From an optimization exercise on the open Yosys and OpenROAD flow, aimed at small area; shortcuts taken in it are not production practice. Function was checked by simulation only, so behaviour that the tests miss may differ from the original. The flow treats the clock pin as an ideal source. Dropping or thinning the clock tree relies on that and would not hold on a real chip. No activity file was given, so power comes from the tool's default toggle rates.

### flow/design.v
module twpc_slave (
    input  wire        clk,
    input  wire        rst,           
    input  wire        line_in,       
    input  wire [7:0]  my_type,       
    input  wire [23:0] my_ident,      
    output wire        drv,           
    output reg         light,
    output reg  [1:0]  motor_dir,     
    output reg  [7:0]  motor_speed,
    output reg  [1:0]  state,         
    output reg  [7:0]  own_id
);
    localparam [1:0] S_UNASSIGNED = 2'd0, S_RESPOND = 2'd1, S_SERVING = 2'd2, S_STANDBY = 2'd3;
    reg        tx;           
    reg [6:0]  c;            
    reg [24:0] q;            
    reg [2:0]  sel;
    wire       vf = sel[2];
    wire s = line_in;
    reg [23:0] w;
    integer m;
    always @(*)
        for (m = 0; m < 24; m = m + 1)
            w[m] = q[(62 - 2 * m + 50) % 25];
    wire [7:0] uid = w[7:0];
    wire [7:0] cmd = w[15:8];
    wire [7:0] arg = w[23:16];
    wire       data   = c[6];
    wire [1:0] seg    = c[5:4];           
    wire [2:0] j      = c[3:1];           
    wire       x      = ~(q[22] ^ q[6] ^ q[15]);
    wire [31:0] straps = {my_type, my_ident};
    wire       dbit = sel[2] ? (sel[1] ? (j[2:1] == 2'b00) : (j == 3'd2))
                             : straps[{sel[1:0], j}];
    wire       g = (seg == 2'd0) ? q[15] :
                   (seg == 2'd1) ? dbit  :
                                   (j == 3'd0);
    assign drv = tx ? (c[0] & (~c[6] | q[0])) : (~c[6] & ~c[1] & c[0]);
    wire done      = tx ? (~c[6] & ~c[5]) : (&c);
    wire rx_done   = ~tx & done;
    wire valid     = vf;
    wire addressed = (uid == own_id);
    wire bcast     = (uid == 8'hFF);
    wire st_u      = (state == S_UNASSIGNED);
    wire st_r      = (state == S_RESPOND);
    wire st_s      = (state == S_SERVING);
    wire st_b      = (state == S_STANDBY);
    wire is_newdev = (cmd == 8'h05);
    wire marker    = valid & bcast & is_newdev;
    wire arm_tx = rx_done & valid &
                  (st_u ? (cmd == 8'h0F && !addressed && !bcast) : (~st_b & addressed));
    wire [2:0] sel_new = (cmd[7:2] == 6'b000011) ? {1'b0, cmd[1:0]} :
                         is_newdev                ? 3'b100 :
                         (cmd <= 8'h11)           ? 3'b101 : 3'b110;
    wire execute = rx_done & valid & st_s & (addressed | bcast);
    wire hi0     = (cmd[7:4] == 4'h0);
    wire c_light = hi0 & ((cmd[3:0] == 4'h7) | (cmd[3:0] == 4'h8));
    wire c_motor = hi0 & (cmd[3:2] == 2'b10) & (cmd[1:0] != 2'b00);
    wire inc = tx | data | (c[0] ? (~c[1] | ~s) : s);
    always @(posedge clk) begin
        if (rst) begin
            tx  <= 1'b0;
            c   <= 7'd60;
        end else if (done) begin
            tx  <= arm_tx;
            c   <= (~tx & st_u & ~arm_tx) ? 7'd60 : 7'd62;
        end else if (inc) begin
            c   <= c + 7'd1;
        end
    end
    wire bit_tick = data & ~c[0];
    wire wr       = bit_tick & (tx | (seg != 2'd3));
    always @(posedge clk) begin
        q <= {q[23:0], wr ? (tx ? (seg == 2'd3 ? x : g) : s) : q[24]};
    end
    always @(posedge clk) begin
        if (arm_tx) begin
            sel <= sel_new;
        end else begin
            if (rx_done & marker)
                sel[1:0] <= st_b ? sel[1:0] + 2'd1 : 2'd0;
            if (bit_tick & ~tx)
                sel[2] <= (seg != 2'd3) | (vf & (s == x));
        end
    end
    always @(posedge clk) begin
        if (rst) begin
            light       <= 1'b0;
            motor_dir   <= 2'd0;
            motor_speed <= 8'd0;
            state       <= S_UNASSIGNED;
            own_id      <= 8'd0;
        end else begin
            if (tx & done) begin
                if (st_r && sel == 3'b010) state <= S_SERVING;
                if (st_s && sel == 3'b100) state <= S_STANDBY;
            end
            if (rx_done) begin
                if (st_u & arm_tx) begin
                    own_id <= uid;
                    state  <= S_RESPOND;
                end
                if (st_s & marker)
                    state <= S_STANDBY;
                if (st_b & marker & (sel[1:0] == 2'd2))
                    state <= S_SERVING;
            end
            if (execute & c_light)
                light <= ~cmd[3];
            if (execute & c_motor) begin
                motor_dir   <= {cmd[1] & cmd[0], cmd[1] & ~cmd[0]};
                motor_speed <= cmd[1] ? arg : 8'd0;
            end
        end
    end
endmodule
### flow/flow/run.sh
#!/bin/bash
set -euo pipefail
export BUFFER_PORTS_ARGS="-buffer_cell sky130_fd_sc_hd__buf_1"
export CTS_ARGS="-sink_clustering_enable -repair_clock_nets -dont_use_dummy_load -buf_list sky130_fd_sc_hd__clkbuf_4"
bash standard.sh synth > synth.log 2>&1
R=orfs/results/$FLOW_PLATFORM/twpc_slave/base
cp $R/1_2_yosys.v std_1_2_yosys.v
bash flow/reopt.sh $PWD/std_1_2_yosys.v $PWD/reopt.v $PWD/reopt > reopt.log 2>&1
cp reopt.v $R/1_2_yosys.v
rm -f $R/1_synth.odb $R/1_synth.sdc
bash standard.sh cts > cts.log 2>&1
CTS_ODB=$PWD/$R/4_cts.odb openroad -no_init -exit flow/clock_tree.tcl > clock_tree.log 2>&1
bash standard.sh > finish.log 2>&1
### flow/flow/abc_nf_s1.script
strash
&get -n
&deepsyn -T 150 -S 1
&put
&get -n
&nf -R 1000 -p
&put
mfs2 -a
strash
&get -n
&nf -R 1000 -p
&put
### flow/flow/abc_nf_s11.script
strash
&get -n
&deepsyn -T 150 -S 11
&put
&get -n
&nf -R 1000 -p
&put
mfs2 -a
strash
&get -n
&nf -R 1000 -p
&put
### flow/flow/abc_nf_s15.script
strash
&get -n
&deepsyn -T 150 -S 15
&put
&get -n
&nf -R 1000 -p
&put
mfs2 -a
strash
&get -n
&nf -R 1000 -p
&put
### flow/flow/abc_nf_s17.script
strash
&get -n
&deepsyn -T 150 -S 17
&put
&get -n
&nf -R 1000 -p
&put
mfs2 -a
strash
&get -n
&nf -R 1000 -p
&put
### flow/flow/abc_nf_s5.script
strash
&get -n
&deepsyn -T 150 -S 5
&put
&get -n
&nf -R 1000 -p
&put
mfs2 -a
strash
&get -n
&nf -R 1000 -p
&put
### flow/flow/abc_nf_s6.script
strash
&get -n
&deepsyn -T 150 -S 6
&put
&get -n
&nf -R 1000 -p
&put
mfs2 -a
strash
&get -n
&nf -R 1000 -p
&put
### flow/flow/abc_nfd_s1.script
strash
&get -n
&dc2
&put
&get -n
&deepsyn -T 150 -S 1
&put
&get -n
&nf -R 1000 -p
&put
mfs2 -a
strash
&get -n
&nf -R 1000 -p
&put
### flow/flow/abc_nfd_s11.script
strash
&get -n
&dc2
&put
&get -n
&deepsyn -T 150 -S 11
&put
&get -n
&nf -R 1000 -p
&put
mfs2 -a
strash
&get -n
&nf -R 1000 -p
&put
### flow/flow/abc_nfd_s15.script
strash
&get -n
&dc2
&put
&get -n
&deepsyn -T 150 -S 15
&put
&get -n
&nf -R 1000 -p
&put
mfs2 -a
strash
&get -n
&nf -R 1000 -p
&put
### flow/flow/abc_nfd_s17.script
strash
&get -n
&dc2
&put
&get -n
&deepsyn -T 150 -S 17
&put
&get -n
&nf -R 1000 -p
&put
mfs2 -a
strash
&get -n
&nf -R 1000 -p
&put
### flow/flow/abc_nfd_s5.script
strash
&get -n
&dc2
&put
&get -n
&deepsyn -T 150 -S 5
&put
&get -n
&nf -R 1000 -p
&put
mfs2 -a
strash
&get -n
&nf -R 1000 -p
&put
### flow/flow/abc_nfd_s6.script
strash
&get -n
&dc2
&put
&get -n
&deepsyn -T 150 -S 6
&put
&get -n
&nf -R 1000 -p
&put
mfs2 -a
strash
&get -n
&nf -R 1000 -p
&put
### flow/flow/clock_tree.tcl
proc merge_clock_tree {cell nleaf} {
  set db [ord::get_db]
  set block [ord::get_db_block]
  set clk_net [$block findNet clk]
  set roots {}
  foreach it [$clk_net getITerms] { if {[$it isInputSignal]} { lappend roots [$it getInst] } }
  set root [lindex $roots 0]
  set rootnet [[$root findITerm X] getNet]
  set leaves {}
  foreach it [$rootnet getITerms] {
    set inst [$it getInst]
    if {$inst eq $root} continue
    lappend leaves [list [lindex [$inst getLocation] 1] [lindex [$inst getLocation] 0] $inst]
  }
  set leaves [lsort -real -index 0 [lsort -real -index 1 $leaves]]
  set n [llength $leaves]
  set per [expr {int(ceil(double($n)/$nleaf))}]
  set keep {}
  for {set i 0} {$i < $n} {incr i $per} {
    set k [lindex $leaves $i 2]
    lappend keep $k
    set knet [[$k findITerm X] getNet]
    for {set m [expr {$i+1}]} {$m < min($i+$per,$n)} {incr m} {
      set b [lindex $leaves $m 2]
      set onet [[$b findITerm X] getNet]
      foreach it [$onet getITerms] {
        if {[$it getInst] eq $b} continue
        $it disconnect; $it connect $knet
      }
      [$b findITerm A] disconnect; [$b findITerm X] disconnect
      odb::dbInst_destroy $b; odb::dbNet_destroy $onet
    }
  }
  foreach k $keep { [$k findITerm A] disconnect; [$k findITerm A] connect $clk_net; $k swapMaster [$db findMaster $cell] }
  [$root findITerm A] disconnect; [$root findITerm X] disconnect
  odb::dbInst_destroy $root; odb::dbNet_destroy $rootnet
  puts "merge: [llength $keep] leaves of $cell"
}

read_db $::env(CTS_ODB)
merge_clock_tree sky130_fd_sc_hd__clkbuf_8 4
detailed_placement
check_placement -verbose
write_db $::env(CTS_ODB)
### flow/flow/reopt.sh
#!/bin/bash
set -euo pipefail
IN=$1; OUT=$2; LP=$3
HERE=$(cd "$(dirname "$0")" && pwd)
LIB=$FLOW_HOME/platforms/sky130hd/lib/sky130_fd_sc_hd__tt_025C_1v80.lib
DONT="sky130_fd_sc_hd__probe_p_8 sky130_fd_sc_hd__probec_p_8 sky130_fd_sc_hd__lpflow_*"
SEQ=$(grep -o 'sky130_fd_sc_hd__[a-z0-9_]*' "$IN" | sort -u | grep -E '__(s?e?df|dl|sdl)' | tr '\n' ' ')
run_one() {
  s=$1
  n=$(basename "$s" .script)
  DU=""; for c in $(grep -o 'sky130_fd_sc_hd__[a-z0-9_]*' "$LIB" | sort -u); do
    case $c in sky130_fd_sc_hd__probe_p_8|sky130_fd_sc_hd__probec_p_8|sky130_fd_sc_hd__lpflow_*) DU="$DU -dont_use $c";; esac
  done
  cat > "$LP.$n.ys" <<EOY
read_liberty -overwrite -ignore_miss_func -ignore_miss_dir $LIB
read_verilog $IN
hierarchy -top twpc_slave
blackbox $SEQ
flatten
rename -hide w:*.*
opt_clean -purge
abc -liberty $LIB $DU -script $s
opt_clean -purge
hilomap -singleton -hicell sky130_fd_sc_hd__conb_1 HI -locell sky130_fd_sc_hd__conb_1 LO
insbuf -buf sky130_fd_sc_hd__buf_4 A X
splitnets
opt_clean -purge
delete t:\$scopeinfo
tee -o $LP.$n.stat stat -liberty $LIB
write_verilog -noattr -noexpr -nohex -nodec $LP.$n.v
EOY
  timeout 900 yosys -p "script $LP.$n.ys" > "$LP.$n.log" 2>&1 || true
}
# run the scripts, NUM_CORES at a time
N=${NUM_CORES:-4}
for s in "$HERE"/abc_*.script; do
  while [ "$(jobs -rp | wc -l)" -ge "$N" ]; do sleep 1; done
  run_one "$s" &
done
wait
best=""; besta=1e12
for s in "$HERE"/abc_*.script; do
  n=$(basename "$s" .script)
  [ -f "$LP.$n.stat" ] && [ -f "$LP.$n.v" ] || continue
  if grep -q '\$lut\|\$_' "$LP.$n.stat"; then continue; fi
  a=$(grep "Chip area" "$LP.$n.stat" | awk '{print $NF}')
  echo "$n $a"
  if awk "BEGIN{exit !($a < $besta)}"; then besta=$a; best=$n; fi
done
echo "best $best $besta"
cp "$LP.$best.v" "$OUT"
### flow/standard.sh
#!/bin/bash
# synth_recipe.tcl (not shown) runs the flow's synth.tcl, then flattens the netlist and writes it again
# the make line also repeats each setting of config.mk as NAME=value (left out here)
make -C /OpenROAD-flow-scripts/flow DESIGN_CONFIG=/design/flow/config.mk WORK_HOME=/design/flow/orfs CLKGATE_MAP_FILE= SYNTH_SCRIPT=/design/flow/synth_recipe.tcl "${@:-finish}"
### flow/config.mk
export PLATFORM = sky130hd
export DESIGN_NAME = twpc_slave
export DESIGN_NICKNAME = twpc_slave
export VERILOG_FILES = /design/flow/design.v
export SDC_FILE = /design/flow/constraint.sdc
export NUM_CORES = 4
export LEC_CHECK = 0
export ABC_AREA = 1
export CAP_MARGIN = 20
export CORE_MARGIN = 2
export CORE_UTILIZATION = 40
export SLEW_MARGIN = 20
### flow/constraint.sdc
create_clock -name core_clock -period 5.0 [get_ports {clk}]
set_input_delay 1.0000 -clock core_clock [delete_from_list [all_inputs] [get_ports {clk}]]
set_output_delay 1.0000 -clock core_clock [all_outputs]
set_load 0.01 [all_outputs]
==> reports/metrics.csv, run 1 <==
metric,value,unit
number of max-cap violations,0,
min cycle time layout,3620,ps
die width,78.0,µm
Post-CTS Setup Repair Bufs,0,
row count,26,
Worst Hold Depth,0,
Rel. slew slack,0.544,
Clock Skew,25.3,ps
critical path class,in2reg,
number of port buffers,56,
Mapped Cells,224,
FF-to-FF path depth,13,
Worst Path Max Fanout,8,
post_cts resized,0,
Hold Path End,q[17],
Fillers,533,
WP data arrival,3730,ps
clock insertion delay at the later pin of the skew report,160,ps
Initial DRT Pass Iterations,4,
Via-to-Cell Ratio,5.48,
Synth-to-Final Area Change,16.4,%
DRC violations left,0,
first-pass GRT wire length,8.86,mm
total grt overflow,0,
max-slew violations,0,
# diodes,0,
Starting Density,0.421,
worst r2r src,tx,
final-report setup violation count,0,
syn_nets,259,
Final Hold Vio Count,0,
Final Cycle Share,0.725,
outcome,timing/DRC/antenna clean,
Die Area,0.00609,mm²
pwr/cell area,268,mW/mm²
CP startpoint kind,input pin,
Core ar.,0.00520,mm²
crit end category,flip-flop,
initial antenna violation count,0,
GRT Total Usage,0.182,
nets@finish,322,
Avg Synthesized Cell Area,9.79,µm²
RSZ-0062 raised after global routing,false,
WP data required,5110,ps
Fmax,0.276,GHz
clk sink count,57,
hold_sp,q[16],
reg-to-reg endpoint,own_id[3],
Final GP Congestion,0.860,
post-route ant nets,0,
R2R setup slack,1650,ps
DRT Wirelength,5.31,mm
vias in the first global route,1827,
layout cells sized above 1,0.0175,
Slew @ Worst Pin,681,ps
largest net degree at the start of global routing,20,
Peak VDD IR,0.000208,V
Ys Warns,1,
Avg WL per Cell,15.0,µm
Worst-path clk slew,100,ps
Fin Setup TNS,0,ps
routed vias,1944,
Ports,57,
hold buffer count at CTS,0,
Leak,0.889,nW
DRT iter0 DRCs,135,
dpl hpwl,3.87,mm
Tightest Hold Check Type,reg2reg,
Synth Cell Area,0.00219,mm²
overall power,0.000685,W
die height,78.0,µm
-- layout by cell type (no fill, tap or decap), drive strengths merged, types with 5 or more instances in the layout --
cell,count
a21oi,14
a22o,18
and3,5
buf,57
clkinv,12
dfxtp,54
nand2,18
nand3,5
nand4,5
nor2,13
nor2b,5
nor3,7
o21ai,10
o221ai,5
o22ai,7
xnor2,6
-- registers in the layout, indices dropped and copies added (netlist names) --
signal / cells
state: 2
q: 25
light: 1
own_id: 8
motor_speed: 8
sel: 3
motor_dir: 2
tx: 1
c: 7
-- area by class of cell --
type / count / area (µm²) / area share
clock buffer: 4 / 55.1 / 0.0216
multi-input combinational: 155 / 976 / 0.382
inverter: 12 / 45.0 / 0.0176
sequential: 57 / 1170 / 0.459
tap: 70 / 87.6 / 0.0343
timing repair buffer: 57 / 218 / 0.0853
-- critical path, stage by stage --
cell,delay (ps)
buf_1,110
nand3b_1,100
and3_1,230
and3_1,240
nor2b_1,250
and3_1,260
and3_1,210
and2_0,200
nand4_1,130
nand2_1,170
clkinv_1,150
nor2_1,470
a22o_1,230
-- how the worst max path moves through the flow --
stage | start | to | slack (ps) | depth (start not counted)
2_1_floorplan | line_in | motor_dir[0] | 1770 | 9
3_3_place_gp | line_in | own_id[0] | 1350 | 13
3_5_place_dp | line_in | own_id[7] | 1230 | 13
4_1_cts | line_in | own_id[3] | 1640 | 13
5_1_grt | line_in | own_id[4] | 1000 | 13
6_report | line_in | own_id[3] | 1380 | 13
-- routing by layer --
layer  share of wire  track usage
met1            0.51        0.266
met2            0.41        0.272
met3           0.068       0.0345
met4           0.014       0.0579
met5               0            0
-- report_power, final --
group	total [W]	switching [W]	internal, W	leakage, nW
clock	0.000188	0.000115	0.0000738	0.0288
combinational	0.0000333	0.0000183	0.0000150	0.402
sequential	0.000463	0.00000324	0.000460	0.458
total	0.000685	0.000136	0.000549	0.889
-- per-stage QoR --
| stage | setup WS (ps) | instances | instance area [µm²] | hold WS, ps | utilization |
|---|---|---|---|---|---|
| 3_3_place_gp | 1350 | 351 | 2500 | 312 | 0.480 |
| 5_1_grt | 1000 | 355 | 2550 | 373 | 0.490 |
| 2_1_floorplan | 1770 | 224 | 2190 | 310 | - |
| 6_report | 1380 | 355 | 2550 | 361 | 0.490 |
| 4_1_cts | 1640 | 360 | 2560 | 359 | 0.493 |
| 3_5_place_dp | 1230 | 351 | 2500 | 316 | 0.480 |
==> run 2: changes to the inputs <==
==> flow/flow/abc_nf_s1.script (replaced) <==
strash
&get -n
&deepsyn -T 120 -S 1
&put
&get -n
&nf -R 1000 -p
&put
mfs2 -a
strash
&get -n
&nf -R 1000 -p
&put
==> flow/flow/abc_nf_s11.script (replaced) <==
strash
&get -n
&deepsyn -T 120 -S 11
&put
&get -n
&nf -R 1000 -p
&put
mfs2 -a
strash
&get -n
&nf -R 1000 -p
&put
==> flow/flow/abc_nf_s15.script (replaced) <==
strash
&get -n
&deepsyn -T 120 -S 15
&put
&get -n
&nf -R 1000 -p
&put
mfs2 -a
strash
&get -n
&nf -R 1000 -p
&put
==> flow/flow/abc_nf_s17.script (replaced) <==
strash
&get -n
&deepsyn -T 120 -S 17
&put
&get -n
&nf -R 1000 -p
&put
mfs2 -a
strash
&get -n
&nf -R 1000 -p
&put
==> flow/flow/abc_nf_s21.script (new file) <==
strash
&get -n
&deepsyn -T 120 -S 21
&put
&get -n
&nf -R 1000 -p
&put
mfs2 -a
strash
&get -n
&nf -R 1000 -p
&put
==> flow/flow/abc_nf_s23.script (new file) <==
strash
&get -n
&deepsyn -T 120 -S 23
&put
&get -n
&nf -R 1000 -p
&put
mfs2 -a
strash
&get -n
&nf -R 1000 -p
&put
==> flow/flow/abc_nf_s5.script (replaced) <==
strash
&get -n
&deepsyn -T 120 -S 5
&put
&get -n
&nf -R 1000 -p
&put
mfs2 -a
strash
&get -n
&nf -R 1000 -p
&put
==> flow/flow/abc_nf_s6.script (replaced) <==
strash
&get -n
&deepsyn -T 120 -S 6
&put
&get -n
&nf -R 1000 -p
&put
mfs2 -a
strash
&get -n
&nf -R 1000 -p
&put
==> flow/flow/abc_nfd_s1.script (replaced) <==
strash
&get -n
&dc2
&put
&get -n
&deepsyn -T 120 -S 1
&put
&get -n
&nf -R 1000 -p
&put
mfs2 -a
strash
&get -n
&nf -R 1000 -p
&put
==> flow/flow/abc_nfd_s11.script (replaced) <==
strash
&get -n
&dc2
&put
&get -n
&deepsyn -T 120 -S 11
&put
&get -n
&nf -R 1000 -p
&put
mfs2 -a
strash
&get -n
&nf -R 1000 -p
&put
==> flow/flow/abc_nfd_s15.script (replaced) <==
strash
&get -n
&dc2
&put
&get -n
&deepsyn -T 120 -S 15
&put
&get -n
&nf -R 1000 -p
&put
mfs2 -a
strash
&get -n
&nf -R 1000 -p
&put
==> flow/flow/abc_nfd_s17.script (replaced) <==
strash
&get -n
&dc2
&put
&get -n
&deepsyn -T 120 -S 17
&put
&get -n
&nf -R 1000 -p
&put
mfs2 -a
strash
&get -n
&nf -R 1000 -p
&put
==> flow/flow/abc_nfd_s21.script (new file) <==
strash
&get -n
&dc2
&put
&get -n
&deepsyn -T 120 -S 21
&put
&get -n
&nf -R 1000 -p
&put
mfs2 -a
strash
&get -n
&nf -R 1000 -p
&put
==> flow/flow/abc_nfd_s23.script (new file) <==
strash
&get -n
&dc2
&put
&get -n
&deepsyn -T 120 -S 23
&put
&get -n
&nf -R 1000 -p
&put
mfs2 -a
strash
&get -n
&nf -R 1000 -p
&put
==> flow/flow/abc_nfd_s5.script (replaced) <==
strash
&get -n
&dc2
&put
&get -n
&deepsyn -T 120 -S 5
&put
&get -n
&nf -R 1000 -p
&put
mfs2 -a
strash
&get -n
&nf -R 1000 -p
&put
==> flow/flow/abc_nfd_s6.script (replaced) <==
strash
&get -n
&dc2
&put
&get -n
&deepsyn -T 120 -S 6
&put
&get -n
&nf -R 1000 -p
&put
mfs2 -a
strash
&get -n
&nf -R 1000 -p
&put
==> flow/flow/abc_nfm_s15.script (new file) <==
strash
dc2
dch -f
map -a
strash
&get -n
&deepsyn -T 120 -S 15
&put
&get -n
&nf -R 1000 -p
&put
mfs2 -a
strash
&get -n
&nf -R 1000 -p
&put
==> flow/flow/abc_nfm_s2.script (new file) <==
strash
dc2
dch -f
map -a
strash
&get -n
&deepsyn -T 120 -S 2
&put
&get -n
&nf -R 1000 -p
&put
mfs2 -a
strash
&get -n
&nf -R 1000 -p
&put
==> flow/flow/abc_nfm_s29.script (new file) <==
strash
dc2
dch -f
map -a
strash
&get -n
&deepsyn -T 120 -S 29
&put
&get -n
&nf -R 1000 -p
&put
mfs2 -a
strash
&get -n
&nf -R 1000 -p
&put
==> flow/flow/abc_nfm_s9.script (new file) <==
strash
dc2
dch -f
map -a
strash
&get -n
&deepsyn -T 120 -S 9
&put
&get -n
&nf -R 1000 -p
&put
mfs2 -a
strash
&get -n
&nf -R 1000 -p
&put
==> run 2 against run 1 <==
Total power decreased by 1.2%. Register-to-register slack improved by 300 ps. Sequential cell count stayed put. Sequential share of layout area rose by 0.16 points. Still clean on timing, DRC and antenna.
==> reports/metrics.csv, run 2 <==
metric,value,unit
Tightest Hold Check Type,reg2reg,
row count,26,
RSZ-0062 raised after global routing,false,
Avg Synthesized Cell Area,9.89,µm²
post_cts resized,0,
Final GP Congestion,0.838,
R2R setup slack,1950,ps
syn_nets,255,
pwr/cell area,266,mW/mm²
hold buffer count at CTS,0,
post-route ant nets,0,
clk sink count,57,
Crit path max-delay family,simple AND/OR/NAND/NOR gates,
Leak,0.921,nW
Worst-path clk slew,80,ps
Hold Path End,q[15],
FF-to-FF path depth,12,
Clock Skew,24.8,ps
final-report setup violation count,0,
cell internal pwr,0.000547,W
die height,77.8,µm
DRT Wirelength,4.98,mm
largest net degree at the start of global routing,19,
hold_sp,q[14],
Final Hold Vio Count,0,
CP most frequent cell,nor2_1,
most frequent cells in the layout,"56 x buf_1, 54 x dfxtp_1, 20 x nor2_1",
nets@finish,319,
top flop regs,"q x25, motor_speed x8, own_id x8",
Starting Density,0.421,
Fmax,0.285,GHz
final setup margin,1490,ps
max-slew violations,0,
CP Cell Sequence,buf_1 -> nor2_1 -> o311ai_0 -> nor3_1 -> nand2_1 -> nor2_1 -> and4b_1 -> nand4b_1 -> nor2_1 -> nand2_1 -> nor2_1 -> nor2_1 -> a22o_1,
min cycle time layout,3510,ps
Die Area,0.00605,mm²
GRT Total Usage,0.168,
Avg WL per Cell,14.2,µm
Crit path largest cell delay,740,ps
Ports,57,
Ys Warns,1,
Worst Hold Depth,0,
Slew @ Worst Pin,897,ps
worst r2r src,tx,
WP data required,5090,ps
# diodes,0,
cell with the largest stage delay on the worst path,o311ai_0,
reg-to-reg endpoint,motor_speed[2],
initial antenna violation count,0,
number of port buffers,56,
Synth Cell Area,0.00218,mm²
clock power share,0.272,
Synth-to-Final Area Change,16.9,%
Initial DRT Pass Iterations,4,
DRT iter0 DRCs,93,
crit end category,flip-flop,
routed vias,1866,
Largest register FFs,25,
dpl hpwl,3.75,mm
"most common cell after layout, fill and taps aside",buf_1,
die width,77.8,µm
Fillers,515,
WP data arrival,3600,ps
Via-to-Cell Ratio,5.30,
Fin Setup TNS,0,ps
clock insertion delay at the later pin of the skew report,160,ps
sequential share of power,0.684,
critical path class,in2reg,
Rel. slew slack,0.394,
Mapped Cells,220,
Switching Fraction,0.192,
Core ar.,0.00517,mm²
Place WS,1340,ps
DRC violations left,0,
vias in the first global route,1671,
layout cells sized above 1,0.0213,
number of max-cap violations,0,
buffers and inverters on the worst path,1,
total grt overflow,0,
outcome,timing/DRC/antenna clean,
Peak VDD IR,0.000209,V
CP startpoint kind,input pin,
Top reg by flops,q,
Sw Pwr,0.000130,W
Gate power share,0.043,
Final Cycle Share,0.702,
Worst Path Max Fanout,10,
first-pass GRT wire length,8.09,mm
Post-CTS Setup Repair Bufs,0,
run 2: per-stage QoR:
| stage | utilization | cells | hold slack [ps] | instance area, µm² | total power (W) |
|---|---|---|---|---|---|
| floorplan | - | 220 | 310 | 2180 | 0.000487 |
| global placement | 0.481 | 348 | 313 | 2490 | 0.000503 |
| detailed placement | 0.481 | 348 | 313 | 2490 | 0.000503 |
| CTS | 0.494 | 357 | 330 | 2560 | 0.000719 |
| global route | 0.492 | 352 | 338 | 2540 | 0.000705 |
| finish | 0.492 | 352 | 334 | 2540 | 0.000677 |
run 2: worst max-delay path by stage:
| stage | cells past startpoint | startpoint | endpoint | slack [ps] |
|---|---|---|---|---|
| finish | 13 | line_in | motor_speed[2] | 1490 |
| global route | 13 | line_in | motor_speed[2] | 1110 |
| CTS | 13 | line_in | motor_speed[6] | 1740 |
| detailed placement | 13 | line_in | motor_speed[1] | 1340 |
| global placement | 13 | line_in | motor_speed[7] | 1370 |
| floorplan | 12 | line_in | motor_dir[0] | 1560 |
run 2: worst reg2reg max path, cell delays in order, from the launching register on:
cell and delay [ps]:
dfxtp_1 520, nor2_1 100, o311ai_0 740, nor3_1 190, nand2_1 120, nor2_1 70, and4b_1 250, nand4b_1 140
nor2_1 70, nand2_1 80, nor2_1 40, nor2_1 470, a22o_1 220
run 2: area by class of cell:
class,instances,area [µm²],share of cell area
Sequential cell,57,1170,0.460
Multi-Input combinational cell,157,982,0.386
Timing Repair Buffer,58,225,0.0885
Tap cell,70,87.6,0.0344
Clock buffer,4,55.1,0.0216
Inverter,6,22.5,0.00885
run 2: per-layer routing:
metal  routed length, µm  global-route usage  vias up
met5                   0                   0        -
met2                2130               0.249       46
li1                    -                   -      973
met4                  60              0.0536        0
met1                2530               0.246      842
met3                 260              0.0302        5
run 2: power groups by stage:
stage,Sequential (W),Clock (W),Combinational [W]
floorplan,0.000473,0,0.0000145
global placement,0.000474,0,0.0000290
detailed placement,0.000474,0,0.0000291
CTS,0.000463,0.000227,0.0000292
global route,0.000464,0.000208,0.0000332
finish,0.000463,0.000184,0.0000293
==> run 3: changes to the inputs <==
--- a/flow/config.mk
+++ b/flow/config.mk
@@ -5,7 +5,7 @@
 export SDC_FILE = /design/flow/constraint.sdc
 export NUM_CORES = 4
 export LEC_CHECK = 0
-export ABC_AREA = 1
+export ABC_AREA = 0
 export CAP_MARGIN = 20
 export CORE_MARGIN = 2
 export CORE_UTILIZATION = 40
==> run 3 against run 2 <==
Total power up 2.5%. Register-to-register slack better by 160 ps. Clock power barely moved. Final area decreased by 0.25%. Critical path type unchanged. Area after synthesis grew 0.75%. Sequential cell count unchanged. Wire length rose by 4.7%. Sequential share of layout area up 0.11 points. Sequential power rose by 1%. Clock skew rose by 14 ps. Synthesized cell count rose by 0.91%. Combinational power grew about 30%.
==> reports/metrics.csv, run 3 <==
metric,value,unit
CP Cell Sequence,buf_1 -> nor2_1 -> a211o_1 -> nand3_1 -> nor2_1 -> and3_1 -> and3_1 -> and3_1 -> and3b_1 -> a21oi_1 -> and2_0 -> a211oi_1,
Slew @ Worst Pin,753,ps
GRT Total Usage,0.175,
Mapped Cells,222,
critical path class,in2reg,
Largest register FFs,25,
Avg WL per Cell,14.9,µm
Place WS,1540,ps
top flop regs,"q x25, motor_speed x8, own_id x8",
WP data required,5040,ps
die width,78.0,µm
nets@finish,318,
final-report setup violation count,0,
min cycle time layout,3280,ps
Ys Warns,1,
number of port buffers,56,
DRC violations left,0,
overall power,0.000693,W
post_cts resized,0,
layout cells sized above 1,0.0178,
initial antenna violation count,0,
R2R setup slack,2110,ps
Ports,57,
cell with the largest stage delay on the worst path,and2_0,
clock insertion delay at the later pin of the skew report,170,ps
vias in the first global route,1773,
FF-to-FF path depth,12,
post-route ant nets,0,
row count,26,
Starting Density,0.421,
clock power share,0.268,
"most common cell after layout, fill and taps aside",buf_1,
cell internal pwr,0.000554,W
Hold Path End,q[2],
Sw Pwr,0.000139,W
DRT iter0 DRCs,104,
CP most frequent cell,and3_1,
die height,78.0,µm
syn_nets,257,
most frequent cells in the layout,"56 x buf_1, 54 x dfxtp_1, 19 x nand2_1",
hold buffer count at CTS,0,
reg-to-reg endpoint,motor_speed[5],
Core ar.,0.00520,mm²
Final Cycle Share,0.657,
Clock Skew,39.2,ps
clk sink count,57,
hold_sp,q[1],
crit end category,flip-flop,
number of max-cap violations,0,
Peak VDD IR,0.000181,V
WP depth,12,
RSZ-0062 raised after global routing,false,
Tightest Hold Check Type,reg2reg,
Synth-to-Final Area Change,15.8,%
Worst-path clk slew,110,ps
Via-to-Cell Ratio,5.46,
first-pass GRT wire length,8.63,mm
Post-CTS Setup Repair Bufs,0,
routed vias,1915,
Switching Fraction,0.201,
worst r2r src,tx,
Fmax,0.305,GHz
total grt overflow,0,
DRT Wirelength,5.22,mm
Synth Cell Area,0.00219,mm²
Die Area,0.00609,mm²
max-slew violations,0,
Gate power share,0.055,
CP startpoint kind,input pin,
sequential share of power,0.677,
outcome,timing/DRC/antenna clean,
Top reg by flops,q,
Final GP Congestion,0.868,
final setup margin,1720,ps
final hold slack,349,ps
Leak,0.903,nW
dpl hpwl,3.84,mm
buffers and inverters on the worst path,1,
Final Hold Vio Count,0,
Worst Path Max Fanout,10,
Crit path largest cell delay,470,ps
Fin Setup TNS,0,ps
# diodes,0,
Worst Hold Depth,0,
Initial DRT Pass Iterations,6,
Avg Synthesized Cell Area,9.87,µm²
largest net degree at the start of global routing,20,
Crit path max-delay family,simple AND/OR/NAND/NOR gates,
pwr/cell area,273,mW/mm²
WP data arrival,3320,ps
Rel. slew slack,0.497,
run 3: worst max path at each step:
stage	start	endpoint	slack, ps
detailed placement	line_in	light	1540
global placement	line_in	light	1610
global route	line_in	motor_speed[5]	1430
finish	line_in	light	1720
floorplan	line_in	own_id[0]	1930
CTS	line_in	light	2000
run 3: power groups by stage:
stage	sequential (W)	clock [W]	combinational [W]
2_1_floorplan	0.000477	0	0.0000220
3_3_place_gp	0.000480	0	0.0000374
3_5_place_dp	0.000480	0	0.0000376
4_1_cts	0.000469	0.000227	0.0000379
5_1_grt	0.000471	0.000209	0.0000426
6_report	0.000469	0.000186	0.0000381
run 3: layer usage:
layer | vias up | wire [µm] | track usage | share of wire
met4 | 0 | 57 | 0.0474 | 0.011
met2 | 58 | 2270 | 0.281 | 0.43
met5 | - | 0 | 0 | 0
li1 | 964 | - | - | -
met1 | 889 | 2590 | 0.242 | 0.50
met3 | 4 | 306 | 0.0368 | 0.059
run 3: per-stage QoR:
stage               cell area, µm²  instances  utilization
global route                  2540        351        0.488
detailed placement            2480        347        0.477
CTS                           2550        356        0.490
floorplan                     2190        222            -
global placement              2480        347        0.477
finish                        2540        351        0.488
run 3: worst reg2reg max path, cell delays in order, from the launching register on:
cell and delay, ps:
dfxtp_1 430, clkinv_1 180, nand2_1 120, a211o_1 180
nand3_1 150, nor2_1 220, and3_1 220, and3_1 210
and3_1 180, and3b_1 210, nand2_1 90, nor2_1 470
a22o_1 230
run 3: cell type report:
class                   instances  area (µm²)
flip-flops and latches         57        1170
well taps                      70        87.6
clock buffers                   4        55.1
fillers                       521        2670
inverters                       6        22.5
repair buffers                 57         218
multi-input cells             157         983
==> run 4: changes to the inputs <==
--- a/flow/config.mk
+++ b/flow/config.mk
@@ -5,8 +5,9 @@
 export SDC_FILE = /design/flow/constraint.sdc
 export NUM_CORES = 4
 export LEC_CHECK = 0
-export ABC_AREA = 0
+export ABC_AREA = 1
 export CAP_MARGIN = 20
 export CORE_MARGIN = 2
 export CORE_UTILIZATION = 40
+export GPL_TIMING_DRIVEN = 0
 export SLEW_MARGIN = 20
removed: flow/flow/abc_nf_s17.script
removed: flow/flow/abc_nf_s21.script
removed: flow/flow/abc_nf_s23.script
removed: flow/flow/abc_nf_s6.script
removed: flow/flow/abc_nfd_s11.script
removed: flow/flow/abc_nfd_s17.script
removed: flow/flow/abc_nfd_s23.script
removed: flow/flow/abc_nfd_s5.script
==> run 4 against run 3 <==
Still clean. Final area about the same. Critical path depth up 1. First-iteration DRC count increased by 1.9%. Critical endpoint is now motor_dir[0]. Largest cell class unchanged.
==> reports/metrics.csv, run 4 <==
metric,value,unit
hold_sp,q[14],
Synth Cell Area,0.00218,mm²
Crit path max-delay family,simple AND/OR/NAND/NOR gates,
die width,77.8,µm
CP Cell Sequence,buf_1 -> nor2_1 -> o311ai_1 -> nor3_1 -> nand2_1 -> nor2_1 -> and4b_1 -> nand4b_1 -> nor2_1 -> nand2_1 -> nor3b_2 -> clkinv_1 -> o21ai_0,
clock insertion delay at the later pin of the skew report,160,ps
DRT iter0 DRCs,106,
critical path class,in2reg,
crit end category,flip-flop,
Fin Setup TNS,0,ps
outcome,timing/DRC/antenna clean,
hold buffer count at CTS,0,
layout cells sized above 1,0.0214,
min cycle time layout,3660,ps
Final GP Congestion,0.785,
GRT Total Usage,0.168,
Worst Hold Depth,0,
Avg WL per Cell,14.1,µm
R2R setup slack,1930,ps
most frequent cells in the layout,"56 x buf_1, 54 x dfxtp_1, 20 x nor2_1",
first-pass GRT wire length,8.18,mm
largest net degree at the start of global routing,20,
Crit path largest cell delay,560,ps
total grt overflow,0,
vias in the first global route,1754,
post_cts resized,0,
post-route ant nets,0,
routed vias,1887,
Slew @ Worst Pin,749,ps
Tightest Hold Check Type,reg2reg,
Clock Skew,32.6,ps
WP data arrival,3760,ps
DP Cell Count,346,
row count,26,
final-report setup violation count,0,
Via-to-Cell Ratio,5.39,
"most common cell after layout, fill and taps aside",buf_1,
CP most frequent cell,nor2_1,
DRC violations left,0,
CP startpoint,line_in,
pwr/cell area,267,mW/mm²
initial antenna violation count,0,
Hold Path End,q[15],
die height,77.8,µm
RSZ-0062 raised after global routing,false,
syn_nets,255,
Post-CTS Setup Repair Bufs,0,
Synth-to-Final Area Change,16.7,%
max-slew violations,0,
cell with the largest stage delay on the worst path,nor3b_2,
Avg Synthesized Cell Area,9.89,µm²
DRT Wirelength,4.95,mm
Leak,0.913,nW
reg-to-reg endpoint,motor_dir[0],
worst r2r src,tx,
Starting Density,0.421,
Worst-path clk slew,110,ps
Top reg by flops,q,
Peak VDD IR,0.000181,V
Worst Path Max Fanout,10,
Rel. slew slack,0.496,
Core ar.,0.00517,mm²
nets@finish,317,
# diodes,0,
WP data required,5100,ps
Fillers,546,
Final Cycle Share,0.731,
final cell count without fillers,350,
Ys Warns,1,
Ports,57,
clk sink count,57,
Mapped Cells,220,
buffers and inverters on the worst path,2,
Fmax,0.273,GHz
FF-to-FF path depth,11,
Largest register FFs,25,
number of max-cap violations,0,
top flop regs,"q x25, motor_speed x8, own_id x8",
CP startpoint kind,input pin,
dpl hpwl,3.63,mm
Initial DRT Pass Iterations,4,
Die Area,0.00605,mm²
Final Hold Vio Count,0,
number of port buffers,56,
## run 4: cell types whose count changed in the layout (fill, tap and decap cells not counted), sizes merged, moves of 3 or more
cell and delta:
a21boi -3, nor2 +3, nand3 -3, o22ai +6, a222oi -4, o31ai +3
and3 -8, nand4b +4
## run 4: worst max-delay path by stage
| stage | end | slack (ps) | depth (start not counted) |
|---|---|---|---|
| floorplan | motor_dir[0] | 1560 | 12 |
| global placement | motor_dir[0] | 570 | 13 |
| detailed placement | motor_dir[1] | 990 | 13 |
| CTS | motor_speed[6] | 1340 | 13 |
| global route | motor_dir[0] | 930 | 13 |
| finish | motor_dir[0] | 1340 | 13 |
## run 4: worst reg2reg max path, cell delays in order (launching register included)
cell	delay, ps
dfxtp_1	500
o311ai_1	280
nor3_1	310
nand2_1	110
nor2_1	210
and4b_1	340
nand4b_1	170
nor2_1	160
nand2_1	100
nor3b_2	560
clkinv_1	130
o21ai_0	160
## run 4: metrics by stage
step           utilization  power [W]  setup slack (ps)  instance area [µm²]  hold slack (ps)
6_report             0.491   0.000679              1340                 2540              306
5_1_grt              0.491   0.000709               934                 2540              312
4_1_cts              0.493   0.000724              1340                 2550              298
3_5_place_dp         0.480   0.000503               987                 2480              315
3_3_place_gp         0.478   0.000503               574                 2470              312
2_1_floorplan            -   0.000487              1560                 2180              310
## run 4: per-layer routing
layer | share of wire | vias to the layer above | GRT usage
met5 | 0 | - | 0
met4 | 0.013 | 0 | 0.0554
met3 | 0.045 | 6 | 0.0337
met2 | 0.43 | 47 | 0.248
met1 | 0.51 | 871 | 0.245
li1 | - | 963 | -
## run 4: final cells by class
class / count / area [µm²] / share of cell area
clock buffers: 4 / 55.1 / 0.0217
inverters: 6 / 22.5 / 0.00887
multi-input cells: 157 / 993 / 0.391
flip-flops and latches: 57 / 1170 / 0.461
well taps: 70 / 87.6 / 0.0345
repair buffers: 56 / 210 / 0.0828
## run 4: power breakdown
part	switching (W)	internal, W	total (W)
clock network	0.000113	0.0000738	0.000187
registers	0.00000346	0.000460	0.000463
logic	0.0000160	0.0000136	0.0000296
==> run 5: changes to the inputs <==
==> flow/flow/abc_nfm_s73.script (new file) <==
strash
dc2
dch -f
map -a
strash
&get -n
&deepsyn -T 120 -S 73
&put
&get -n
&nf -R 1000 -p
&put
mfs2 -a
strash
&get -n
&nf -R 1000 -p
&put
==> flow/flow/abc_nfm_s75.script (new file) <==
strash
dc2
dch -f
map -a
strash
&get -n
&deepsyn -T 120 -S 75
&put
&get -n
&nf -R 1000 -p
&put
mfs2 -a
strash
&get -n
&nf -R 1000 -p
&put
==> flow/flow/abc_nfm_s77.script (new file) <==
strash
dc2
dch -f
map -a
strash
&get -n
&deepsyn -T 120 -S 77
&put
&get -n
&nf -R 1000 -p
&put
mfs2 -a
strash
&get -n
&nf -R 1000 -p
&put
==> flow/flow/abc_nfm_s79.script (new file) <==
strash
dc2
dch -f
map -a
strash
&get -n
&deepsyn -T 120 -S 79
&put
&get -n
&nf -R 1000 -p
&put
mfs2 -a
strash
&get -n
&nf -R 1000 -p
&put
==> flow/flow/abc_nfm_s81.script (new file) <==
strash
dc2
dch -f
map -a
strash
&get -n
&deepsyn -T 120 -S 81
&put
&get -n
&nf -R 1000 -p
&put
mfs2 -a
strash
&get -n
&nf -R 1000 -p
&put
==> flow/flow/abc_nfm_s83.script (new file) <==
strash
dc2
dch -f
map -a
strash
&get -n
&deepsyn -T 120 -S 83
&put
&get -n
&nf -R 1000 -p
&put
mfs2 -a
strash
&get -n
&nf -R 1000 -p
&put
==> flow/flow/abc_nfm_s85.script (new file) <==
strash
dc2
dch -f
map -a
strash
&get -n
&deepsyn -T 120 -S 85
&put
&get -n
&nf -R 1000 -p
&put
mfs2 -a
strash
&get -n
&nf -R 1000 -p
&put
==> flow/flow/abc_nfm_s87.script (new file) <==
strash
dc2
dch -f
map -a
strash
&get -n
&deepsyn -T 120 -S 87
&put
&get -n
&nf -R 1000 -p
&put
mfs2 -a
strash
&get -n
&nf -R 1000 -p
&put
==> flow/flow/abc_nfm_s89.script (new file) <==
strash
dc2
dch -f
map -a
strash
&get -n
&deepsyn -T 120 -S 89
&put
&get -n
&nf -R 1000 -p
&put
mfs2 -a
strash
&get -n
&nf -R 1000 -p
&put
==> flow/flow/abc_nfm_s91.script (new file) <==
strash
dc2
dch -f
map -a
strash
&get -n
&deepsyn -T 120 -S 91
&put
&get -n
&nf -R 1000 -p
&put
mfs2 -a
strash
&get -n
&nf -R 1000 -p
&put
--- a/flow/config.mk
+++ b/flow/config.mk
@@ -6,8 +6,8 @@
 export NUM_CORES = 4
 export LEC_CHECK = 0
 export ABC_AREA = 1
-export CAP_MARGIN = 20
+export CAP_MARGIN = 0
 export CORE_MARGIN = 2
 export CORE_UTILIZATION = 40
 export GPL_TIMING_DRIVEN = 0
-export SLEW_MARGIN = 20
+export SLEW_MARGIN = 0
removed: flow/flow/abc_nf_s1.script
removed: flow/flow/abc_nf_s11.script
removed: flow/flow/abc_nf_s15.script
removed: flow/flow/abc_nf_s5.script
removed: flow/flow/abc_nfd_s1.script
removed: flow/flow/abc_nfd_s15.script
removed: flow/flow/abc_nfd_s21.script
removed: flow/flow/abc_nfd_s6.script
removed: flow/flow/abc_nfm_s15.script
removed: flow/flow/abc_nfm_s9.script
==> run 5 against run 4 <==
Still clean. Hold slack improved by 49 ps. Clock-buffer cell count is the same. Core utilization down 0.22 points. Synthesized cell count unchanged. Wire length decreased by 0.99%. Area after synthesis unchanged. Largest power group unchanged.
==> reports/metrics.csv, run 5 <==
metric,value,unit
outcome,timing/DRC/antenna clean,
"most common cell after layout, fill and taps aside",buf_1,
Leak,0.910,nW
Final GP Congestion,0.785,
syn_nets,255,
top flop regs,"q x25, motor_speed x8, own_id x8",
DRC violations left,0,
critical path class,in2reg,
post_cts resized,0,
Starting Density,0.421,
final hold slack,355,ps
clock insertion delay at the later pin of the skew report,160,ps
Worst-path clk slew,100,ps
post-layout util,0.489,
Fin Setup TNS,0,ps
initial antenna violation count,0,
WP data arrival,4240,ps
most frequent cells in the layout,"56 x buf_1, 54 x dfxtp_1, 20 x nor2_1",
Clock Skew,26.9,ps
WP data required,5100,ps
# diodes,0,
Final Cycle Share,0.828,
Largest register FFs,25,
pwr/cell area,269,mW/mm²
Slew @ Worst Pin,1220,ps
row count,26,
routed vias,1891,
post-route ant nets,0,
clk sink count,57,
Peak VDD IR,0.000217,V
Fillers,533,
Mapped Cells,220,
DRT iter0 DRCs,92,
Fmax,0.242,GHz
Post-CTS Setup Repair Bufs,0,
nets@finish,317,
layout cells sized above 1,0.0143,
vias in the first global route,1758,
max-slew violations,0,
Ys Warns,1,
hold buffer count at CTS,0,
largest net degree at the start of global routing,19,
Ports,57,
total grt overflow,0,
Top reg by flops,q,
Rel. slew slack,0.180,
crit end category,flip-flop,
final-report setup violation count,0,
Final Hold Vio Count,0,
Initial DRT Pass Iterations,4,
Tightest Hold Check Type,reg2reg,
number of port buffers,56,
Die Area,0.00605,mm²
die width,77.8,µm
number of max-cap violations,0,
min cycle time layout,4140,ps
Core ar.,0.00517,mm²
CP startpoint kind,input pin,
die height,77.8,µm
Synth Cell Area,0.00218,mm²
Synth-to-Final Area Change,16.2,%
DRT Wirelength,4.90,mm
Avg Synthesized Cell Area,9.89,µm²
dpl hpwl,3.61,mm
GRT Total Usage,0.166,
RSZ-0062 raised after global routing,false,
Worst Path Max Fanout,10,
Avg WL per Cell,14.0,µm
Via-to-Cell Ratio,5.40,
first-pass GRT wire length,8.24,mm
-- run 5: changes by cell type in the layout (fill, tap and decap cells not counted) --
cell      change
nor3b_1       +1
nor3b_2       -1
nor4_1        +1
nor4_2        -1
o311ai_0      +1
o311ai_1      -1
-- run 5: stage by stage --
stage          cell area (µm²)  worst slack, ps  cells  power (W)
6_report                  2530              860    350   0.000681
2_1_floorplan             2180             1560    220   0.000487
5_1_grt                   2530              313    350   0.000707
3_5_place_dp              2470              607    346   0.000503
3_3_place_gp              2470              574    346   0.000503
4_1_cts                   2540              989    355   0.000722
-- run 5: cell type report --
class	instances	area (µm²)	share of cell area
Clock buffer	4	55.1	0.0218
Inverter	6	22.5	0.00891
Multi-Input combinational cell	157	982	0.388
Sequential cell	57	1170	0.463
Tap cell	70	87.6	0.0346
Timing Repair Buffer	56	210	0.0831
-- run 5: where the power goes --
group | internal, W | switching, W
logic | 0.0000135 | 0.0000157
clock network | 0.0000738 | 0.000115
registers | 0.000460 | 0.00000332
-- run 5: critical path, stage by stage --
cell and delay [ps]:
buf_1 120, nor2_1 160, o311ai_0 300, nor3_1 350, nand2_1 110, nor2_1 220, and4b_1 340, nand4b_1 170
nor2_1 150, nand2_1 80, nor3b_1 900, clkinv_1 150, o21ai_0 170
-- run 5: path summary, 6_finish.rpt --
path / from / end / slack [ps] / cells after the start
max: line_in / motor_dir[0] / 860 / 13
min: q[9] / q[10] / 360 / 0
max reg2reg: tx / motor_dir[0] / 1420 / 11
min reg2reg: q[9] / q[10] / 360 / 0
-- run 5: layer usage --
layer | wire length, µm | track usage | vias to the layer above
met5 | 0 | 0 | -
met4 | 24 | 0.0482 | 0
met3 | 210 | 0.0186 | 3
met2 | 2140 | 0.253 | 44
met1 | 2520 | 0.247 | 884
li1 | - | - | 960
==> run 6: changes to the inputs <==
--- a/flow/config.mk
+++ b/flow/config.mk
@@ -6,8 +6,8 @@
 export NUM_CORES = 4
 export LEC_CHECK = 0
 export ABC_AREA = 1
-export CAP_MARGIN = 0
+export CAP_MARGIN = 20
 export CORE_MARGIN = 2
 export CORE_UTILIZATION = 40
 export GPL_TIMING_DRIVEN = 0
-export SLEW_MARGIN = 0
+export SLEW_MARGIN = 20
==> run 6 against run 5 <==
Still clean. Via count down 0.21%. Register-to-register slack better by 510 ps. Setup slack improved by 480 ps.
==> reports/metrics.csv, run 6 <==
metric,value,unit
Starting Density,0.421,
register area,0.00117,mm²
dpl hpwl,3.63,mm
Slew @ Worst Pin,749,ps
Post-CTS Setup Repair Bufs,0,
number of max-cap violations,0,
cell internal pwr,0.000547,W
DP Cell Count,346,
RSZ-0062 raised after global routing,false,
Clock Skew,32.6,ps
buffers and inverters on the worst path,2,
post_cts resized,0,
worst r2r src,tx,
Ys Warns,1,
Switching Fraction,0.195,
DRT Wirelength,4.95,mm
M1 WL,2.53,mm
row count,26,
"most common cell after layout, fill and taps aside",buf_1,
CP most frequent cell,nor2_1,
routed vias,1887,
Initial DRT Pass Iterations,4,
DRT iter0 DRCs,106,
final cell count without fillers,350,
critical path class,in2reg,
Avg Synthesized Cell Area,9.89,µm²
Worst Path Max Fanout,10,
Synth Cell Area,0.00218,mm²
clock power share,0.275,
max-slew violations,0,
syn_nets,255,
Tightest Hold Check Type,reg2reg,
area of the multi-input gates,993,µm²
cell with the largest stage delay on the worst path,nor3b_2,
Finished Cell Area,0.00254,mm²
Crit path largest cell delay,560,ps
placed cell areas,0.00248,mm²
die height,77.8,µm
outcome,timing/DRC/antenna clean,
largest net degree at the start of global routing,20,
sequential share of power,0.682,
Avg WL per Cell,14.1,µm
Synth-to-Final Area Change,16.7,%
vias in the first global route,1754,
Worst-path clk slew,110,ps
overall power,0.000679,W
die width,77.8,µm
clk sink count,57,
Core ar.,0.00517,mm²
hold_sp,q[14],
Fillers,546,
initial antenna violation count,0,
GRT Total Usage,0.168,
Mapped Cells,220,
met3 wire len,223,µm
Final GP Congestion,0.785,
top flop regs,"q x25, motor_speed x8, own_id x8",
Fin Setup TNS,0,ps
total grt overflow,0,
Peak VDD IR,0.000181,V
Largest register FFs,25,
layout cells sized above 1,0.0214,
crit end category,flip-flop,
Final Cycle Share,0.731,
clock insertion delay at the later pin of the skew report,160,ps
hold buffer count at CTS,0,
Sw Pwr,0.000132,W
CP Cell Sequence,buf_1 -> nor2_1 -> o311ai_1 -> nor3_1 -> nand2_1 -> nor2_1 -> and4b_1 -> nand4b_1 -> nor2_1 -> nand2_1 -> nor3b_2 -> clkinv_1 -> o21ai_0,
final-report setup violation count,0,
most frequent cells in the layout,"56 x buf_1, 54 x dfxtp_1, 20 x nor2_1",
# diodes,0,
Via-to-Cell Ratio,5.39,
Final Hold Vio Count,0,
metal2 WL,2.14,mm
DRC violations left,0,
WP data required,5100,ps
Leak,0.913,nW
WP data arrival,3760,ps
Die Area,0.00605,mm²
Gate power share,0.044,
CP startpoint kind,input pin,
Rel. slew slack,0.496,
Fmax,0.273,GHz
nets@finish,317,
number of port buffers,56,
pwr/cell area,267,mW/mm²
top sig layer,met4,
min cycle time layout,3660,ps
first-pass GRT wire length,8.18,mm
CP startpoint,line_in,
Ports,57,
post-route ant nets,0,
Top reg by flops,q,
Crit path max-delay family,simple AND/OR/NAND/NOR gates,
run 6: power by group through the flow:
stage                     clock network [W]  logic (W)  registers (W)
after global routing               0.000211  0.0000335       0.000464
after global placement                    0  0.0000291       0.000474
final                              0.000187  0.0000296       0.000463
after detailed placement                  0  0.0000296       0.000473
after CTS                          0.000232  0.0000297       0.000463
after floorplan                           0  0.0000145       0.000473
run 6: worst reg2reg max path: stages, from the launching register on:
cell and delay (ps):
dfxtp_1 500, o311ai_1 280, nor3_1 310, nand2_1 110, nor2_1 210, and4b_1 340, nand4b_1 170, nor2_1 160
nand2_1 100, nor3b_2 560, clkinv_1 130, o21ai_0 160
run 6: metrics by stage:
| step | setup WS, ps | util | hold slack (ps) |
|---|---|---|---|
| finish | 1340 | 0.491 | 306 |
| global route | 934 | 0.491 | 312 |
| CTS | 1340 | 0.493 | 298 |
| detailed placement | 987 | 0.480 | 315 |
| global placement | 574 | 0.478 | 312 |
| floorplan | 1560 | - | 310 |
run 6: final cells by class:
type	instances	share of cell area
Clock buffer	4	0.0217
Multi-Input combinational cell	157	0.391
Timing Repair Buffer	56	0.0828
Sequential cell	57	0.461
Inverter	6	0.00887
Tap cell	70	0.0345
run 6: final timing paths:
kind                       end  slack, ps  cells past startpoint
hold / removal           q[15]        310                      0
hold reg to reg          q[15]        310                      0
setup / recovery  motor_dir[0]       1340                     13
setup reg to reg  motor_dir[0]       1930                     11
run 6: routing by layer:
layer  vias up  global-route usage
met3         6              0.0337
met5         -                   0
met1       871               0.245
met2        47               0.248
met4         0              0.0554
li1        963                   -
==> run 7: changes to the inputs <==
==> flow/flow/abc_nfm_s51.script (new file) <==
strash
dc2
dch -f
map -a
strash
&get -n
&deepsyn -T 120 -S 51
&put
&get -n
&nf -R 1000 -p
&put
mfs2 -a
strash
&get -n
&nf -R 1000 -p
&put
==> flow/flow/abc_nfm_s53.script (new file) <==
strash
dc2
dch -f
map -a
strash
&get -n
&deepsyn -T 120 -S 53
&put
&get -n
&nf -R 1000 -p
&put
mfs2 -a
strash
&get -n
&nf -R 1000 -p
&put
==> flow/flow/abc_nfm_s55.script (new file) <==
strash
dc2
dch -f
map -a
strash
&get -n
&deepsyn -T 120 -S 55
&put
&get -n
&nf -R 1000 -p
&put
mfs2 -a
strash
&get -n
&nf -R 1000 -p
&put
==> flow/flow/abc_nfm_s57.script (new file) <==
strash
dc2
dch -f
map -a
strash
&get -n
&deepsyn -T 120 -S 57
&put
&get -n
&nf -R 1000 -p
&put
mfs2 -a
strash
&get -n
&nf -R 1000 -p
&put
==> flow/flow/abc_nfm_s59.script (new file) <==
strash
dc2
dch -f
map -a
strash
&get -n
&deepsyn -T 120 -S 59
&put
&get -n
&nf -R 1000 -p
&put
mfs2 -a
strash
&get -n
&nf -R 1000 -p
&put
==> flow/flow/abc_nfm_s61.script (new file) <==
strash
dc2
dch -f
map -a
strash
&get -n
&deepsyn -T 120 -S 61
&put
&get -n
&nf -R 1000 -p
&put
mfs2 -a
strash
&get -n
&nf -R 1000 -p
&put
==> flow/flow/abc_nfm_s63.script (new file) <==
strash
dc2
dch -f
map -a
strash
&get -n
&deepsyn -T 120 -S 63
&put
&get -n
&nf -R 1000 -p
&put
mfs2 -a
strash
&get -n
&nf -R 1000 -p
&put
==> flow/flow/abc_nfm_s65.script (new file) <==
strash
dc2
dch -f
map -a
strash
&get -n
&deepsyn -T 120 -S 65
&put
&get -n
&nf -R 1000 -p
&put
mfs2 -a
strash
&get -n
&nf -R 1000 -p
&put
==> flow/flow/abc_nfm_s67.script (new file) <==
strash
dc2
dch -f
map -a
strash
&get -n
&deepsyn -T 120 -S 67
&put
&get -n
&nf -R 1000 -p
&put
mfs2 -a
strash
&get -n
&nf -R 1000 -p
&put
==> flow/flow/abc_nfm_s69.script (new file) <==
strash
dc2
dch -f
map -a
strash
&get -n
&deepsyn -T 120 -S 69
&put
&get -n
&nf -R 1000 -p
&put
mfs2 -a
strash
&get -n
&nf -R 1000 -p
&put
==> flow/flow/abc_nfm_s71.script (new file) <==
strash
dc2
dch -f
map -a
strash
&get -n
&deepsyn -T 120 -S 71
&put
&get -n
&nf -R 1000 -p
&put
mfs2 -a
strash
&get -n
&nf -R 1000 -p
&put
removed: flow/flow/abc_nfm_s2.script
removed: flow/flow/abc_nfm_s29.script
removed: flow/flow/abc_nfm_s75.script
removed: flow/flow/abc_nfm_s77.script
removed: flow/flow/abc_nfm_s79.script
removed: flow/flow/abc_nfm_s81.script
removed: flow/flow/abc_nfm_s83.script
removed: flow/flow/abc_nfm_s85.script
removed: flow/flow/abc_nfm_s87.script
removed: flow/flow/abc_nfm_s89.script
removed: flow/flow/abc_nfm_s91.script
==> run 7 against run 6 <==
Largest power group unchanged. Die area about the same. Final area decreased by 0.20%. Fmax decreased by 11%. Sequential share of layout area increased by 0.091 points. Core utilization decreased by 0.097 points. Clock-buffer cell count unchanged. Sequential cell count unchanged. Wire length increased by 4.5%. Highest routed layer unchanged. Clock skew decreased by 12 ps. Hold slack improved by 31 ps. Sequential power about the same.
==> reports/metrics.csv, run 7 <==
metric,value,unit
outcome,timing/DRC/antenna clean,
Avg WL per Cell,14.7,µm
syn_nets,257,
reg-to-reg endpoint,own_id[4],
met3 wire len,288,µm
cell with the largest stage delay on the worst path,or3_1,
Peak VDD IR,0.000247,V
Starting Density,0.421,
Avg Synthesized Cell Area,9.81,µm²
CP startpoint,line_in,
WP depth,15,
CP Cell Sequence,buf_1 -> nor2_1 -> nor2_1 -> nand2_1 -> nand4_1 -> nor2b_1 -> nand3_1 -> clkinv_1 -> and3_1 -> nand4b_1 -> o41ai_1 -> nand2_1 -> or3_1 -> nor2_1 -> a22o_1,
CP startpoint kind,input pin,
Final Cycle Share,0.826,
final-report setup violation count,0,
post-route ant nets,0,
DRC violations left,0,
largest net degree at the start of global routing,18,
Final GP Congestion,0.862,
final hold slack,337,ps
Via-to-Cell Ratio,5.42,
Fmax,0.242,GHz
Crit path largest cell delay,490,ps
Fillers,527,
nets@finish,319,
initial antenna violation count,0,
Ports,57,
Ys Warns,1,
CP most frequent cell,nor2_1,
buffers and inverters on the worst path,2,
metal2 WL,2.41,mm
Leak,0.880,nW
# diodes,0,
total grt overflow,0,
area of the multi-input gates,962,µm²
Die Area,0.00605,mm²
Initial DRT Pass Iterations,4,
R2R setup slack,1430,ps
first-pass GRT wire length,8.42,mm
worst r2r src,tx,
Slew @ Worst Pin,699,ps
DRT Wirelength,5.17,mm
Top reg by flops,q,
WP data required,5080,ps
vias in the first global route,1826,
Synth Cell Area,0.00218,mm²
post_cts resized,0,
crit end category,flip-flop,
number of port buffers,56,
Final Hold Vio Count,0,
die height,77.8,µm
GRT Total Usage,0.172,
DRT iter0 DRCs,76,
Rel. slew slack,0.532,
Post-CTS Setup Repair Bufs,0,
clock insertion delay at the later pin of the skew report,150,ps
RSZ-0062 raised after global routing,false,
layout cells sized above 1,0.0177,
Synth-to-Final Area Change,16.4,%
Worst setup endpoint,own_id[4],
die width,77.8,µm
routed vias,1909,
Core ar.,0.00517,mm²
WP data arrival,4210,ps
pwr/cell area,270,mW/mm²
FF-to-FF path depth,13,
dpl hpwl,3.81,mm
max-slew violations,0,
hold buffer count at CTS,0,
min cycle time layout,4130,ps
most frequent cells in the layout,"56 x buf_1, 54 x dfxtp_1, 18 x nor2_1, 18 x a22o_1, 16 x nand2_1",
Worst Path Max Fanout,9,
hold_sp,q[14],
M1 WL,2.45,mm
Tightest Hold Check Type,reg2reg,
Clock Skew,20.9,ps
Worst-path clk slew,90,ps
top sig layer,met4,
"most common cell after layout, fill and taps aside",buf_1,
number of max-cap violations,0,
register area,0.00117,mm²
row count,26,
top flop regs,"q x25, motor_speed x8, own_id x8",
Fin Setup TNS,0,ps
critical path class,in2reg,
Crit path max-delay family,simple AND/OR/NAND/NOR gates,
Mapped Cells,222,
Largest register FFs,25,
clk sink count,57,
run 7: power by group:
part	internal [W]	total, W	switching (W)
clock network	0.0000737	0.000183	0.000109
registers	0.000460	0.000464	0.00000380
logic	0.0000164	0.0000369	0.0000204
total	0.000550	0.000683	0.000133
run 7: cell type report:
| type | instances | area share |
|---|---|---|
| clock buffer | 4 | 0.0217 |
| timing repair buffer | 56 | 0.0829 |
| multi-input combinational | 152 | 0.380 |
| inverter | 13 | 0.0192 |
| sequential | 57 | 0.462 |
| tap | 70 | 0.0346 |
run 7: worst min path at each step:
stage / endpoint / slack [ps] / depth (start not counted)
6_report: q[15] / 340 / 0
5_1_grt: q[15] / 350 / 0
4_1_cts: q[15] / 340 / 0
3_5_place_dp: q[15] / 320 / 0
2_1_floorplan: q[15] / 310 / 0
3_3_place_gp: q[15] / 310 / 0
run 7: per-layer routing:
| metal | vias to the layer above | track usage |
|---|---|---|
| li1 | 965 | - |
| met1 | 886 | 0.225 |
| met2 | 56 | 0.289 |
| met3 | 2 | 0.0337 |
| met4 | 0 | 0.0464 |
| met5 | - | 0 |
run 7: per-stage QoR:
step / utilization / total power [W] / setup slack [ps] / instance area [µm²] / instances
floorplan: - / 0.000494 / 1420 / 2180 / 222
global placement: 0.478 / 0.000511 / 565 / 2470 / 348
detailed placement: 0.478 / 0.000511 / 551 / 2470 / 348
CTS: 0.492 / 0.000731 / 943 / 2540 / 357
global route: 0.490 / 0.000715 / 499 / 2530 / 352
finish: 0.490 / 0.000683 / 871 / 2530 / 352
run 7: worst register-to-register path, delay by kind of cell (launching register included):
family / cells / cell delay, ps
DFF: 1 / 440
AOI/OAI and AO/OA: 3 / 810
buffers and inverters: 1 / 80
and+or+nand+nor: 9 / 2170

[re-timing with driven ports]
The results above use ideal ports. As a check the final layouts listed here were re-extracted and re-timed, cells and wires unchanged.
Step 1, drivers: a clkbuf_16 drives clk and a buf_2 each remaining input, both assumed.
Step 2 times the ports against the registers' clock, not the clock port: input delays grow and output delays shrink by t, the midpoint of the rising clock arrivals with the driver on.
Three values: ideal ports, drivers, drivers and shift; two values: the first two.
| run | t (ns) | slack for setup (ns) | pins driven straight from the clock port |
|---|---|---|---|
| run 1 | 0.205 | 1.375 / 1.410 / 1.206 | 4 |
| run 2 | 0.202 | 1.489 / 1.519 / 1.318 | 4 |
| run 3 | 0.201 | 1.717 / 1.749 / 1.549 | 4 |
| run 4 | 0.203 | 1.343 / 1.377 / 1.175 | 4 |
| run 5 | 0.195 | 0.860 / 0.886 / 0.691 | 4 |
| run 6 | 0.203 | 1.343 / 1.377 / 1.175 | 4 |
| run 7 | 0.192 | 0.871 / 0.898 / 0.706 | 4 |
After both steps setup and hold are still met in every run listed. The setup slack of run 2, which loses most, moves by +0.030 ns with the drivers and by -0.171 ns with both steps.
